From an optimization exercise on the open Yosys and OpenROAD flow, aimed at small area; shortcuts taken in it are not production practice.
RTL that was checked went through simulation tests only; none was proved equivalent to the original.
Only the layout flow was run in run 2; the RTL was not checked for function there.
Power figures rest on the tool's default switching activity, not on a simulated workload.

### flow/design.v
module ulpdac_rb (
    input  wire        clk,
    input  wire        rst,
    input  wire        h_valid,
    input  wire [2:0]  h_op,
    input  wire [15:0] h_addr,
    input  wire [31:0] h_wdata,
    output reg         h_rvalid,
    output reg  [31:0] h_rdata,
    output reg         im_re,
    output reg  [10:0] im_addr,
    input  wire [31:0] im_rdata,
    output reg         hm_re,
    output reg         hm_we,
    output reg  [10:0] hm_addr,
    output reg  [31:0] hm_wdata,
    input  wire [31:0] hm_rdata,
    output reg  [7:0]  dac_out,
    output wire        dac_strobe
);
    reg  [15:0] x0, x1, x2, x3;
    reg  [15:0] pc;
    reg         run;
    reg  [2:0]  cause;
    reg  [16:0] cnt;           
    reg         ldm;           
    reg  [1:0]  ldrd;          
    reg  [7:0]  hcell;          
    reg         post;          
    reg  [6:0]  wcur;
    reg         herr;
    reg  [7:0]  rsp_lo;
    reg         rsp_mem, rsp_hi, rsp_len;
    function [15:0] add16;
        input [15:0] a, b;
        reg c;
        integer i;
        begin
            c = 1'b0;
            for (i = 0; i < 16; i = i + 1) begin
                add16[i] = a[i] ^ b[i] ^ c;
                c = (a[i] & b[i]) | (c & (a[i] ^ b[i]));
            end
        end
    endfunction
    function ge16;
        input [15:0] a, b;
        reg c;
        integer i;
        begin
            c = 1'b1;
            for (i = 0; i < 16; i = i + 1)
                c = (a[i] & ~b[i]) | (c & ~(a[i] ^ b[i]));
            ge16 = c;
        end
    endfunction
    function [16:0] inc17;
        input [16:0] a;
        reg c;
        integer i;
        begin
            c = 1'b1;
            for (i = 0; i < 17; i = i + 1) begin
                inc17[i] = a[i] ^ c;
                c = c & a[i];
            end
        end
    endfunction
    wire [31:0] w = im_rdata;
    wire hi1 = &cnt[16:3];
    wire hi0 = ~|cnt[16:3];
    wire c0  = hi1 & (cnt[2:0] == 3'd3);     
    wire c1  = hi1 & (cnt[2:0] == 3'd4);     
    wire c3  = hi1 & (cnt[2:0] == 3'd6);     
    wire c5  = hi0 & (cnt[2:0] == 3'd0);     
    wire c7  = hi0 & (cnt[2:0] == 3'd2);     
    wire c11 = hi0 & (cnt[2:0] == 3'd6);     
    wire cdl = cnt == {1'b0, w[15:0]};       
    wire z15_8  = ~|w[15:8];
    wire z19_16 = ~|w[19:16];
    wire is_wout  = (w[31:24] == 8'h10) & (w[23:20] == 4'h0) & z19_16 & z15_8;
    wire is_delay = (w[31:24] == 8'h20) & (w[23:16] == 8'h00);
    wire ldst_f   = (w[19:16] == 4'h0) & (w[15:11] == 5'h0);
    wire is_st    = (w[31:24] == 8'h30) & ldst_f;
    wire is_ld    = (w[31:24] == 8'h40) & ldst_f;
    wire is_movi  = (w[31:24] == 8'h50) & (w[21:16] == 6'h0);
    wire is_addi  = (w[31:24] == 8'h51) & z19_16;
    wire is_andi  = (w[31:24] == 8'h52) & z19_16;
    wire is_lshi  = (w[31:24] == 8'h53) & z19_16;
    wire is_rshi  = (w[31:24] == 8'h54) & z19_16;
    wire is_rshr  = (w[31:24] == 8'h64) & (w[17:0] == 18'h0);
    wire is_jmp   = (w[31:24] == 8'h70) & (w[23:11] == 13'h0);
    wire is_jmpr  = (w[31:24] == 8'h80) & (w[23:22] == 2'h0) & (w[19:0] == 20'h0);
    wire is_bgei  = (w[31:28] == 4'h9) & (w[25:23] == 3'h0);
    wire is_alu   = is_movi | is_addi | is_andi | is_lshi | is_rshi | is_rshr;
    wire is_br    = is_jmp | is_jmpr | is_bgei;
    wire legal    = is_wout | is_delay | is_st | is_ld | is_alu | is_br;
    function [15:0] xsel;
        input [1:0] i;
        input [15:0] a, b, c, d;
        begin
            case (i)
                2'd0: xsel = a;
                2'd1: xsel = b;
                2'd2: xsel = c;
                default: xsel = d;
            endcase
        end
    endfunction
    wire [1:0]  pidx = post ? w[23:22] : ((w[31] & w[28]) ? w[27:26] : w[21:20]);
    wire        vz   = ldm | (~w[31] & w[30] & w[28] & (w[29] | (w[27:24] == 4'd0)));
    wire [15:0] vs   = vz ? 16'd0 : xsel(pidx, x0, x1, x2, x3);
    wire h0 = |x0[15:8], h1 = |x1[15:8], h2 = |x2[15:8], h3 = |x3[15:8];
    wire g16_0 = h0 | (|x0[7:4]);
    wire g16_1 = h1 | (|x1[7:4]);
    wire g16_2 = h2 | (|x2[7:4]);
    wire g16_3 = h3 | (|x3[7:4]);
    wire g200_0 = h0 | (x0[7] & x0[6] & (|x0[5:3]));
    wire g200_1 = h1 | (x1[7] & x1[6] & (|x1[5:3]));
    wire g200_2 = h2 | (x2[7] & x2[6] & (|x2[5:3]));
    wire g200_3 = h3 | (x3[7] & x3[6] & (|x3[5:3]));
    reg rd_g200, rt_g16;
    reg [3:0] rt_lo;
    always @(*) begin
        case (w[23:22])
            2'd0: rd_g200 = g200_0;
            2'd1: rd_g200 = g200_1;
            2'd2: rd_g200 = g200_2;
            default: rd_g200 = g200_3;
        endcase
        case (w[19:18])
            2'd0: begin rt_g16 = g16_0; rt_lo = x0[3:0]; end
            2'd1: begin rt_g16 = g16_1; rt_lo = x1[3:0]; end
            2'd2: begin rt_g16 = g16_2; rt_lo = x2[3:0]; end
            default: begin rt_g16 = g16_3; rt_lo = x3[3:0]; end
        endcase
    end
    wire [15:0] sum = add16(vs, w[15:0]);
    wire        ea_ok = ~ge16(sum, 16'd677);
    wire        ea_cur = sum == 16'd64;
    wire        left = ~w[26];     
    wire [3:0]  sh_n = w[29] ? rt_lo : w[3:0];
    wire        sh_z = w[29] ? rt_g16 : (|w[15:4]);
    reg  [15:0] sh_in, sh_out;
    wire [15:0] sh_r = sh_in >> sh_n;
    integer k;
    always @(*) begin
        for (k = 0; k < 16; k = k + 1) begin
            sh_in[k]  = left ? vs[15-k] : vs[k];
            sh_out[k] = left ? sh_r[15-k] : sh_r[k];
        end
    end
    reg [15:0] wres;
    always @(*) begin
        if (ldm | is_movi | is_addi) wres = sum;
        else if (is_ld)            wres = {8'd0, hcell};
        else if (is_andi)          wres = vs & w[15:0];
        else if (sh_z)             wres = 16'd0;
        else                       wres = sh_out;
    end
    wire fetch_bad = ge16(pc, 16'd677);
    reg       fault;
    reg [2:0] fcause;
    always @(*) begin
        fault  = 1'b1;
        fcause = 3'd0;
        if (fetch_bad)                             fcause = 3'd2;
        else if (!legal)                           fcause = 3'd1;
        else if ((is_ld | is_st) && !ea_ok)        fcause = 3'd3;
        else if (is_st && !ea_cur)                 fcause = 3'd5;
        else if (is_st && rd_g200)                 fcause = 3'd4;
        else                                       fault  = 1'b0;
    end
    wire last = ldm ? c7 :
                is_delay ? cdl :
                is_wout ? c11 :
                (is_ld | is_st) ? c7 :
                is_alu ? c5 : c3;
    wire bge = ge16(vs, {4'd0, w[11:0]});
    wire [16:0] pc_inc17 = inc17({7'd0, pc[9:0]});
    wire [9:0] pc_inc = pc_inc17[9:0];
    reg [15:0] pc_next;
    always @(*) begin
        if (ldm)                   pc_next = {6'd0, pc_inc};
        else if (is_jmp | is_jmpr) pc_next = sum;
        else if (is_bgei & bge)    pc_next = {5'd0, w[22:12]};
        else                       pc_next = {6'd0, pc_inc};
    end
    wire ahz      = ~|h_addr[15:3];
    wire h_rreg   = h_valid && h_op == 3'd0;
    wire h_wreg   = h_valid && h_op == 3'd1;
    wire h_rmem   = h_valid && h_op == 3'd2;
    wire h_wmem   = h_valid && h_op == 3'd3;
    wire h_mlen   = h_valid && h_op == 3'd4;
    wire h_badop  = h_valid && h_op[2] && h_op[1:0] != 2'd0;
    wire [16:0] wc1 = inc17({10'd0, wcur});
    wire a_inrgn  = ~ge16(h_addr, 16'd677);
    wire a_cursor = h_addr == 16'd64;
    wire a_ring   = ge16(h_addr, 16'd65) & ~ge16(h_addr, 16'd165);
    wire dz       = ~|h_wdata[31:8];
    wire d_lt100  = dz && ~ge16({8'd0, h_wdata[7:0]}, 16'd100);
    wire d_lt200  = dz && ~ge16({8'd0, h_wdata[7:0]}, 16'd200);
    wire wr0      = h_wreg && ahz && h_addr[2:0] == 3'd0;
    wire start    = wr0 && h_wdata[0] && !run;
    wire stop     = wr0 && !h_wdata[0];
    wire push     = h_wreg && ahz && h_addr[2:0] == 3'd7;
    wire wr2      = h_wreg && ahz && h_addr[2:0] == 3'd2;
    wire wcur_wr  = wr2 && d_lt100;
    wire cell_wr  = h_wmem && a_cursor && !run && d_lt200;
    wire herr_clr = h_wreg && ahz && h_addr[2:0] == 3'd1 && h_wdata[2];
    wire refuse = h_badop
                | (h_rreg && !(ahz && h_addr[2:0] != 3'd7))
                | (h_wreg && !(ahz && (h_addr[2:0] <= 3'd2 || h_addr[2:0] == 3'd7)))
                | (wr2 && !d_lt100)
                | ((h_rmem | h_wmem) && !a_inrgn)
                | (h_wmem && !a_ring && run)
                | (h_wmem && a_cursor && !d_lt200);
    wire [15:0] cb16 = add16({8'd0, hcell}, 16'd28);
    wire [7:0] cb    = cb16[7:0];
    wire [7:0] rgray = cb ^ {1'b0, cb[7:1]};
    wire [15:0] fd16 = add16({9'd0, hcell[7:1]}, ~{9'd0, wcur}) ;
    wire [16:0] fd17b = inc17({1'b0, fd16});
    wire [15:0] fd16b = fd17b[15:0];
    wire [7:0] fdiff = fd16b[7:0];
    wire [15:0] fp100 = add16({9'd0, fdiff[6:0]}, 16'd100);
    wire [6:0] hfree = fdiff[7] ? fp100[6:0] : fdiff[6:0];
    wire cz = cause != 3'd0;
    reg [7:0] reg_lo;
    always @(*) begin
        case (h_addr[2:0])
            3'd0: reg_lo = {7'd0, run};
            3'd1: reg_lo = {1'b0, cause, 1'b0, herr, cz, run};
            3'd2: reg_lo = {1'b0, wcur};
            3'd3: reg_lo = hcell;
            3'd4: reg_lo = rgray;
            3'd5: reg_lo = {1'b0, wcur ^ {1'b0, wcur[6:1]}};
            default: reg_lo = {1'b0, hfree};
        endcase
    end
    always @(*) begin
        hm_re    = h_rmem && a_inrgn && !a_cursor;
        hm_we    = push || (h_wmem && a_inrgn && !a_cursor && (a_ring || !run));
        hm_addr  = push ? {3'd0, wc1[6], ~wc1[6], wc1[5:0]} : {1'b0, h_addr[9:0]};
        hm_wdata = {push ? 16'd0 : h_wdata[31:16], h_wdata[15:0]};
    end
    always @(posedge clk) begin
        if (rst) begin
            h_rvalid <= 1'b0;
        end else begin
            h_rvalid <= h_rreg | h_rmem | h_mlen;
        end
        rsp_mem <= hm_re;
        rsp_hi  <= h_rreg && ahz && h_addr[2:0] == 3'd1 && cz;
        rsp_len <= h_mlen;
        if (h_rreg && !refuse)       rsp_lo <= reg_lo;
        else if (h_rmem && a_cursor) rsp_lo <= hcell;
        else if (h_mlen)             rsp_lo <= 8'hA5;
        else                         rsp_lo <= 8'd0;
    end
    always @(*) begin
        h_rdata = {8'd0, rsp_hi ? pc : 16'd0, 8'd0} | {22'd0, rsp_len, 1'b0, rsp_lo};
        if (rsp_mem) h_rdata = hm_rdata;
    end
    always @(*) begin
        im_re   = run && ((c0 && !fetch_bad) || (c1 && !fault && is_ld && !ea_cur));
        im_addr = {1'b0, c0 ? pc[9:0] : sum[9:0]};
    end
    assign dac_strobe = post && is_wout;
    wire act    = run && !stop;
    wire do_flt = act && c1 && fault;
    wire do_end = act && last;
    always @(posedge clk) begin
        if (rst) begin
            run        <= 1'b0;
            pc         <= 16'd0;
            cause      <= 3'd0;
            cnt        <= 17'h1FFFB;
            hcell       <= 8'd0;
            post       <= 1'b0;
            wcur       <= 7'd0;
            herr       <= 1'b0;
            dac_out    <= 8'h80;
        end else begin
            post       <= do_end && !ldm;
            if (refuse)        herr <= 1'b1;
            else if (herr_clr) herr <= 1'b0;
            if (wcur_wr)       wcur <= h_wdata[6:0];
            if (push)          wcur <= (wcur == 7'd99) ? 7'd0 : wc1[6:0];
            if (cell_wr)       hcell <= h_wdata[7:0];
            if (post && is_st) hcell <= vs[7:0];
            if (start) begin
                run   <= 1'b1;
                pc    <= 16'd0;
                cause <= 3'd0;
            end else if (stop) begin
                run   <= 1'b0;
            end else if (do_flt) begin
                run   <= 1'b0;
                cause <= fcause;
            end
            if (stop || do_flt || do_end)
                cnt <= 17'h1FFFB;
            else if (run)
                cnt <= inc17(cnt);
            if (do_end) begin
                pc <= pc_next;
                if (!ldm && is_wout)
                    dac_out <= w[7:0];
            end
        end
    end
    always @(posedge clk) begin
        if (c0)
            ldm  <= 1'b0;
        if (c1) begin
            ldm  <= is_ld && !ea_cur;
            ldrd <= w[23:22];
        end
    end
    wire xwe = do_end && (ldm || is_alu || is_ld);
    always @(posedge clk) begin
        if (xwe) begin
            case (ldrd)
                2'd0: x0 <= wres;
                2'd1: x1 <= wres;
                2'd2: x2 <= wres;
                default: x3 <= wres;
            endcase
        end
    end
endmodule
### flow/flow/run.sh
#!/bin/bash
# The standard layout (standard.sh), with these changes:
#  - synthesis maps the logic with an area-oriented ABC script (flow/abc_area.script)
#    instead of ORFS's speed script, and leaves adders to ABC (no ADDER_MAP_FILE);
#    everything else in synthesis is the standard flow's own (synth_recipe.tcl, ORFS synth.tcl);
#  - no pass-through buffers in synthesis (the port buffers take their place);
#  - the port buffers that global placement inserts are sky130_fd_sc_hd__buf_1;
#  - CTS without dummy loads, with the clock buffers listed below.
# Each tool's output is in orfs/logs/; make's output in standard.log.
set -euo pipefail
HERE=$(pwd)
awk -v a="$HERE/flow/abc_area.script" '{print} /source .*synth_preamble.tcl/ {print "set abc_args [lreplace $abc_args 1 1 " a "]"}' \
    "$FLOW_HOME/scripts/synth.tcl" > my_synth.tcl
sed "s|source \$::env(SCRIPTS_DIR)/synth.tcl|source $HERE/my_synth.tcl|" synth_recipe.tcl > my_synth_recipe.tcl
grep -q "my_synth.tcl" my_synth_recipe.tcl
sed -e "s|SYNTH_SCRIPT=[^ ]*|SYNTH_SCRIPT=$HERE/my_synth_recipe.tcl ADDER_MAP_FILE= SYNTH_INSBUF=0|" standard.sh > my_standard.sh
grep -q "my_synth_recipe.tcl ADDER_MAP_FILE= " my_standard.sh
export BUFFER_PORTS_ARGS="-buffer_cell sky130_fd_sc_hd__buf_1"
export CTS_ARGS="-sink_clustering_enable -repair_clock_nets -dont_use_dummy_load -buf_list sky130_fd_sc_hd__clkbuf_8"
bash my_standard.sh > standard.log 2>&1
### flow/flow/abc_area.script
strash
&get -n
&deepsyn -T 120
&put
dch -f
amap
strash
dch -f
amap
strash
dch -f
amap
strash
dch -f
amap
topo
### flow/standard.sh
#!/bin/bash
# synth_recipe.tcl (not shown) runs the flow's synth.tcl, then flattens the netlist and writes it again
# the make line also repeats each setting of config.mk as NAME=value (left out here)
make -C /OpenROAD-flow-scripts/flow DESIGN_CONFIG=/design/flow/config.mk WORK_HOME=/design/flow/orfs CLKGATE_MAP_FILE= SYNTH_SCRIPT=/design/flow/synth_recipe.tcl "${@:-finish}"
### flow/config.mk
export PLATFORM = sky130hd
export DESIGN_NAME = ulpdac_rb
export DESIGN_NICKNAME = ulpdac_rb
export VERILOG_FILES = /design/flow/design.v
export SDC_FILE = /design/flow/constraint.sdc
export NUM_CORES = 4
export LEC_CHECK = 0
export CAP_MARGIN = 20
export CORE_MARGIN = 2
export CORE_UTILIZATION = 50
export GPL_TIMING_DRIVEN = 0
export PLACE_DENSITY = 0.7
export SLEW_MARGIN = 20
### flow/constraint.sdc
create_clock -name core_clock -period 12.0 [get_ports {clk}]
set_input_delay 2.4000 -clock core_clock [delete_from_list [all_inputs] [get_ports {clk}]]
set_output_delay 2.4000 -clock core_clock [all_outputs]
set_load 0.01 [all_outputs]
==> run notes, run 1 <==
Pwr Density 94.2 nW/µm²; Max-cap violations 0; Synth async-reset ratio 0; vias in the first global route 9,821; # IOs 217; CTS buffer count 17; dpl hpwl 29,900 µm; most common cell after layout, fill and taps aside buf_1; r2r setup slk 4.32 ns; layout cell share with drive strength beyond 1 0.0469; Worst Path Arrival 9.17 ns; Hold EP dac_out[6]; DRC 0; Finished Cell Area 11,100 µm²; post-synth design cell area 9420 µm²; clock tree sinks 141; classification of the worst setup path in -> out; worst clock skew 0.0351 ns; core area 18,600 µm²; Yosys Warn Count 1; Vias/cell 6.48; effective utilization at floorplan 0.507; dpl ws -0.929 ns; initial drt markers 1,441; H-tree levels 4; Setup Viol. Count Final 0; clock latency on the worst-skew pair 0.48 ns; first-pass GRT wire length 55,300 µm; EDFF count, synth 67; largest net degree at the start of global routing 26; Crit path buffers/inverters 9; Die H 141 µm; Worst EP required 9.60 ns; sequential area share after synthesis 0.371; synth unique cells 47; outcome finished clean; Fin. Hold Viols 0; DR vias 11,300; Post-Synthesis Cells 1,264; CTS tree yes; min-delay src dac_out[6]; clock slew at reported path FFs 0.07 ns; Antenna Nets Post-Route 0; n_diodes 0; IO buf count 214; initial antenna violation count 0; Bufs on Longest Clock Path 2; Placed Area 10,700 µm²; critical-path maximum fanout 12; Yosys reg bits 141; ys flop type dfxtp_1; Static Leak 0.00348 µW; All-Layer GR Usage 0.360; startpoint types primary input; critical path endpoint category primary output; Hold Path Class reg -> reg; slowest CP cell buf_1; Area Growth Syn to Fin 17.4%; worst IR drop on VDD 0.0697 mV; r2r worst-path depth 47; gpl congestion 1.05; CTS hold repair buffers 0; TritonRoute pass-1 iters 8; setup ws final 0.432 ns; Routed WL per cell 21.3 µm; drt total wl 37,100 µm; commonest non-fill, non-tap cells in the layout buf_1, nor2_1, clkinv_1, o21ai_0, o22ai_1; Root Buffer clkbuf_8; die area 20,000 µm²; most used cell, CP nand2_1; Avg Cell Area, Syn 7.45 µm²; Max Slew Vio Count 0; fin crit share 0.964; Worst path top cell family by delay compound AO/OA/AOI/OAI gates; Chip Width 141 µm; f_max 86.4 MHz; num rows 50; Worst R2R Start ldm; slowest stage delay, CP 0.27 ns; Slew Limit Headroom 0.239; Period minus WS final 11.57 ns; Critical R2R Capture cnt[2]; final net count 1,633; hold path cells 2; GRT overflow 0; RSZ-0062 raised after global routing false; worst-margin pin slew 1.13 ns
[metal layers]
metal	wire length, µm	up-vias	GRT usage	part of all wire
met2	16000	706	0.536	0.43
met3	4170	112	0.0783	0.11
met5	0	-	0	0
met1	15400	5218	0.505	0.41
met4	1550	0	0.157	0.042
li1	-	5278	-	-
[repair_timing]
action / in CTS / in global routing
resized for setup: 9 / 24
setup endpoints to repair: 1 / 1
buffers inserted: 0 / 8
cloned: 0 / 0
pin swaps: 0 / 2
[through the flow]
step	cells	power (µW)	setup TNS (ns)	utilization	hold slack, ns
after floorplan	1265	644	0	-	0.439
after global placement	1713	741	-24.62	0.566	0.459
after detailed placement	1722	742	-0.929	0.574	0.462
after CTS	1739	1020	0	0.588	0.478
after global routing	1747	1080	0	0.595	0.500
final	1747	1040	0	0.595	0.475
[tightest hold or removal path, stage by stage, from the launching register on]
cell and delay [ns]:
dfxtp_1 0.33, nand3_1 0.06, o21ai_0 0.06
[where the power goes]
part	leakage (µW)	internal (µW)	switching, µW
registers	0.00122	502	0.483
clock network	0.000122	125	163
logic	0.00213	72.1	180
[synth_stat cells (3+ instances only)]
| library cell | instances | area [µm²] |
|---|---|---|
| or4_1 | 10 | 75.1 |
| nor2b_1 | 18 | 113 |
| nor2_1 | 217 | 815 |
| a222oi_1 | 3 | 30.0 |
| o221ai_1 | 21 | 184 |
| nand2b_1 | 5 | 31.3 |
| or3_1 | 16 | 100 |
| o21ai_0 | 114 | 571 |
| o21a_1 | 8 | 60.1 |
| o21bai_1 | 8 | 60.1 |
| a31oi_1 | 19 | 119 |
| edfxtp_1 | 67 | 2010 |
| nand4_1 | 12 | 75.1 |
| a221oi_1 | 27 | 236 |
| o22ai_1 | 90 | 563 |
| dfxtp_1 | 74 | 1480 |
| nor4_1 | 15 | 93.8 |
| a311oi_1 | 4 | 35.0 |
| a221o_1 | 6 | 60.1 |
| or2_0 | 11 | 68.8 |
| a211oi_1 | 8 | 60.1 |
| nand2_1 | 82 | 308 |
| a22oi_1 | 7 | 52.6 |
| a32oi_1 | 3 | 26.3 |
| o22a_1 | 17 | 149 |
| nand3_1 | 30 | 150 |
| o211ai_1 | 6 | 45.0 |
| o32a_1 | 5 | 50.1 |
| o32ai_1 | 11 | 96.3 |
| a22o_1 | 24 | 210 |
| o31ai_1 | 8 | 60.1 |
| a21oi_1 | 58 | 290 |
| nor3_1 | 49 | 245 |
| a2111oi_0 | 7 | 61.3 |
| clkinv_1 | 188 | 706 |
[cell families after synthesis]
group / synth area share
buffers and inverters: 0.0757
DFF: 0.371
other: 0.000398
and+or+nand+nor: 0.221
AOI/OAI and AO/OA: 0.332
[worst max-delay path by stage]
stage / endpoint / cells after the start / start / slack [ns]
floorplan: im_re / 40 / im_rdata[28] / 1.71
global placement: im_re / 40 / im_rdata[26] / -1.59
detailed placement: im_re / 40 / im_rdata[26] / -0.93
CTS: im_re / 45 / im_rdata[28] / 0.09
global route: im_re / 46 / im_rdata[25] / 0.005
finish: im_re / 47 / im_rdata[28] / 0.43
[area by class of cell]
type | count | area, µm²
plain buffers | 2 | 7.51
inverters | 188 | 711
flip-flops and latches | 141 | 3490
fillers | 1835 | 7520
well taps | 234 | 293
repair buffers | 231 | 942
clock buffers | 17 | 234
multi-input cells | 934 | 5380
[sequential cells by signal, summed over array words and instances, names as in the netlist, 2 cells and up]
register	count
ldrd	2
x3	16
dac_out	8
rsp_lo	8
wcur	7
pc	16
cnt	17
x0	16
hcell	8
x1	16
x2	16
cause	3
==> inputs of run 2 (changes only) <==
--- a/flow/design.v
+++ b/flow/design.v
@@ -136,7 +136,17 @@
         endcase
     end
-    wire [15:0] sum = add16(vs, w[15:0]);
-    wire        ea_ok = ~ge16(sum, 16'd677);
-    wire        ea_cur = sum == 16'd64;
+    reg  [15:0] sum;
+    reg  [16:0] cy;
+    integer j;
+    always @(*) begin
+        cy[0] = 1'b0;
+        for (j = 0; j < 16; j = j + 1) begin
+            sum[j]  = vs[j] ^ w[j] ^ cy[j];
+            cy[j+1] = (vs[j] & w[j]) | (cy[j] & (vs[j] ^ w[j]));
+        end
+    end
+    wire        ea_hz  = cy[11] ? (&vs[15:11]) : ~|vs[15:11];
+    wire        ea_ok  = ea_hz & ~sum[10] & ~ge16({6'd0, sum[9:0]}, 16'd677);
+    wire        ea_cur = ea_hz & (sum[10:0] == 11'd64);
     wire        left = ~w[26];     
     wire [3:0]  sh_n = w[29] ? rt_lo : w[3:0];
@@ -263,5 +273,5 @@
     end
     always @(*) begin
-        im_re   = run && ((c0 && !fetch_bad) || (c1 && !fault && is_ld && !ea_cur));
+        im_re   = run && ((c0 && !fetch_bad) || (c1 && is_ld && !fetch_bad && ea_ok && !ea_cur));
         im_addr = {1'b0, c0 ? pc[9:0] : sum[9:0]};
     end
==> run notes, run 2 <==
outcome finished clean; drt total wl 38,400 µm; effective utilization at floorplan 0.512; Synth async-reset ratio 0; post-synth top area cell edfxtp_1; Yosys Warn Count 1; vias in the first global route 10,300; Antenna Nets Post-Route 0; n_diodes 0; fin crit share 0.955; fill cell count 1,827; Largest Register cnt; RSZ-0062 raised after global routing false; Setup Viol. Count Final 0; IO buf count 214; initial drt markers 1,387; area of the multi-input gates 5510 µm²; r2r setup slk 4.64 ns; Worst R2R Start post; die area 20,400 µm²; slowest stage delay, CP 0.64 ns; most common cell after layout, fill and taps aside nor2_1; DRC 0; largest cells by area after synthesis edfxtp_1, dfxtp_1, nor2_1; sequential area share after synthesis 0.362; worst clock skew 0.0306 ns; Bufs on Longest Clock Path 2; Hold Path Class reg -> reg; Static Leak 0.00351 µW; synth unique cells 52; TritonRoute pass-1 iters 6; critical-path maximum fanout 12; worst-margin pin slew 1.16 ns; Post-Synthesis Cells 1,325; FF/Latch Area 3490 µm²; # IOs 217; f_max 87.3 MHz; Area Growth Syn to Fin 15.3%; clock tree sinks 141; GRT overflow 0; final net count 1,683; Critical R2R Capture cnt[4]; Setup TNS 0 ns; startpoint types primary input; Post-CTS Setup Repair Bufs 0; Avg Cell Area, Syn 7.28 µm²; post-synth design cell area 9640 µm²; first-pass GRT wire length 57,400 µm; hold path cells 2; worst IR drop on VDD 0.0755 mV; Synth Area in Adders 0; CTS tree yes; layout cell share with drive strength beyond 1 0.0224; mux cell area share after synthesis 0; main combinational cell family by area after synthesis compound AO/OA/AOI/OAI gates; CTS buffer count 17; clock slew at reported path FFs 0.08 ns; Synth Area in XOR/XNOR 0.000909; hold slack final 0.482 ns; ys flop type dfxtp_1; r2r worst-path depth 34; Yosys reg bits 141; Hold EP pc[15]; initial antenna violation count 0; max reg flops 17; Synth Area in Simple Gates 0.264; H-tree levels 4; post-synth top area share 0.209; largest net degree at the start of global routing 26; Pwr Density 94.9 nW/µm²; Period minus WS final 11.46 ns; Routed WL per cell 21.0 µm; core area 18,800 µm²; Worst Path Arrival 9.06 ns; commonest non-fill, non-tap cells in the layout nor2_1, buf_1, clkinv_1, o21ai_0, o22ai_1; dpl hpwl 30,900 µm; clock latency on the worst-skew pair 0.47 ns; Root Buffer clkbuf_8; All-Layer GR Usage 0.370; compound-gate portion of the synthesized area 0.301; classification of the worst setup path in -> out; EDFF count, synth 67; Die H 143 µm; Fin. Hold Viols 0; synth cell count leaders nor2_1, clkinv_1, o21ai_0; num rows 50; Worst EP required 9.60 ns; critical path endpoint category primary output; Slew Limit Headroom 0.225; Vias/cell 6.36; Max Slew Vio Count 0; gpl congestion 1.05; Chip Width 143 µm; min-delay src pc[15]; most frequent cell after synthesis nor2_1; Max-cap violations 0; DR vias 11,600; slowest CP cell o21ai_2
==> run 2: worst max-delay path by stage <==
stage | end | slack, ns | depth (start not counted) | start
floorplan | im_re | 2.80 | 33 | im_rdata[31]
global placement | im_re | 0.13 | 19 | im_rdata[26]
detailed placement | im_re | 0.54 | 32 | im_rdata[26]
CTS | im_re | 0.52 | 32 | im_rdata[26]
global route | im_re | 0.08 | 34 | im_rdata[28]
finish | im_re | 0.54 | 34 | im_rdata[28]
==> run 2: through the flow <==
stage	total power (µW)	utilization	cell area (µm²)	setup WS, ns	std cells
after floorplan	659	-	9640	2.80	1326
after global placement	755	0.572	10800	0.131	1800
after detailed placement	757	0.576	10900	0.543	1806
after CTS	1040	0.589	11100	0.517	1823
after global routing	1080	0.590	11100	0.0822	1823
final	1050	0.590	11100	0.541	1823
==> run 2: repair_timing <==
item | 4_1_cts | 5_1_grt
setup endpoints to repair | 0 | 1
hold buffers | 0 | 0
gates resized for setup | 0 | 4
==> run 2: layout make-up <==
cell class | instances | area share
Tap cell | 260 | 0.0293
Inverter | 181 | 0.0611
Multi-Input combinational cell | 1002 | 0.496
Buffer | 2 | 0.000676
Timing Repair Buffer | 220 | 0.0772
Clock buffer | 17 | 0.0211
Sequential cell | 141 | 0.314
==> run 2: layer usage <==
| layer | up-vias | global-route usage | share of wire |
|---|---|---|---|
| met5 | - | 0 | 0 |
| met2 | 746 | 0.582 | 0.44 |
| li1 | 5400 | - | - |
| met4 | 0 | 0.163 | 0.047 |
| met1 | 5340 | 0.495 | 0.40 |
| met3 | 111 | 0.0758 | 0.11 |
==> run 2: critical path: cells and delay by family <==
kind	cells	cell delay, ns
AO/OA/AOI/OAI	13	2.82
AND/OR/NAND/NOR	15	2.20
buffers and inverters	6	1.60
==> run 2: where the power goes <==
group          switching (µW)  internal, µW  leakage, µW
combinational             180          71.6      0.00217
clock                     171           125     0.000122
sequential              0.360           506      0.00122
total                     352           702      0.00351
==> run 2: cell families (layout without fill, tap and decap cells) <==
kind of cell / Yosys count / count (layout)
other cells: 1 / 2
buf+inv: 183 / 420
compound gates: 441 / 441
xor+xnor: 1 / 1
simple gates: 558 / 558
flops: 141 / 141

[separate check: timing with driven ports]
The flow's constraints put no driver on any port. The routed layouts listed below were extracted and timed again, unchanged, in two steps.
Step 1 (the two cells are an assumption about what drives the block):
set clk [get_ports {clk}]
set_driving_cell -lib_cell sky130_fd_sc_hd__clkbuf_16 $clk
set_driving_cell -lib_cell sky130_fd_sc_hd__buf_2 [delete_from_list [all_inputs] $clk]
Step 2, shift: input delay + t, output delay - t, t = (earliest + latest rising clock arrival at the registers) / 2. This alone moves slack from input paths to output paths.
Slacks: no drivers / after step 1 / after step 2; pairs: no drivers / after step 1.
run | shift t [ns] | setup slack, ns | slew at the worst register clock pin (ns) | worst slew at a driven data input, ns
run 1 | 0.504 | 0.432 / 0.408 / 0.408 | 0.09 / 0.09 | 0.05
run 2 | 0.487 | 0.541 / 0.519 / 0.519 | 0.09 / 0.09 | 0.06
After both steps setup and hold are still met in every run listed. For run 1, which loses most, drivers alone change the setup slack by -0.024 ns; drivers and shift together by -0.024 ns.
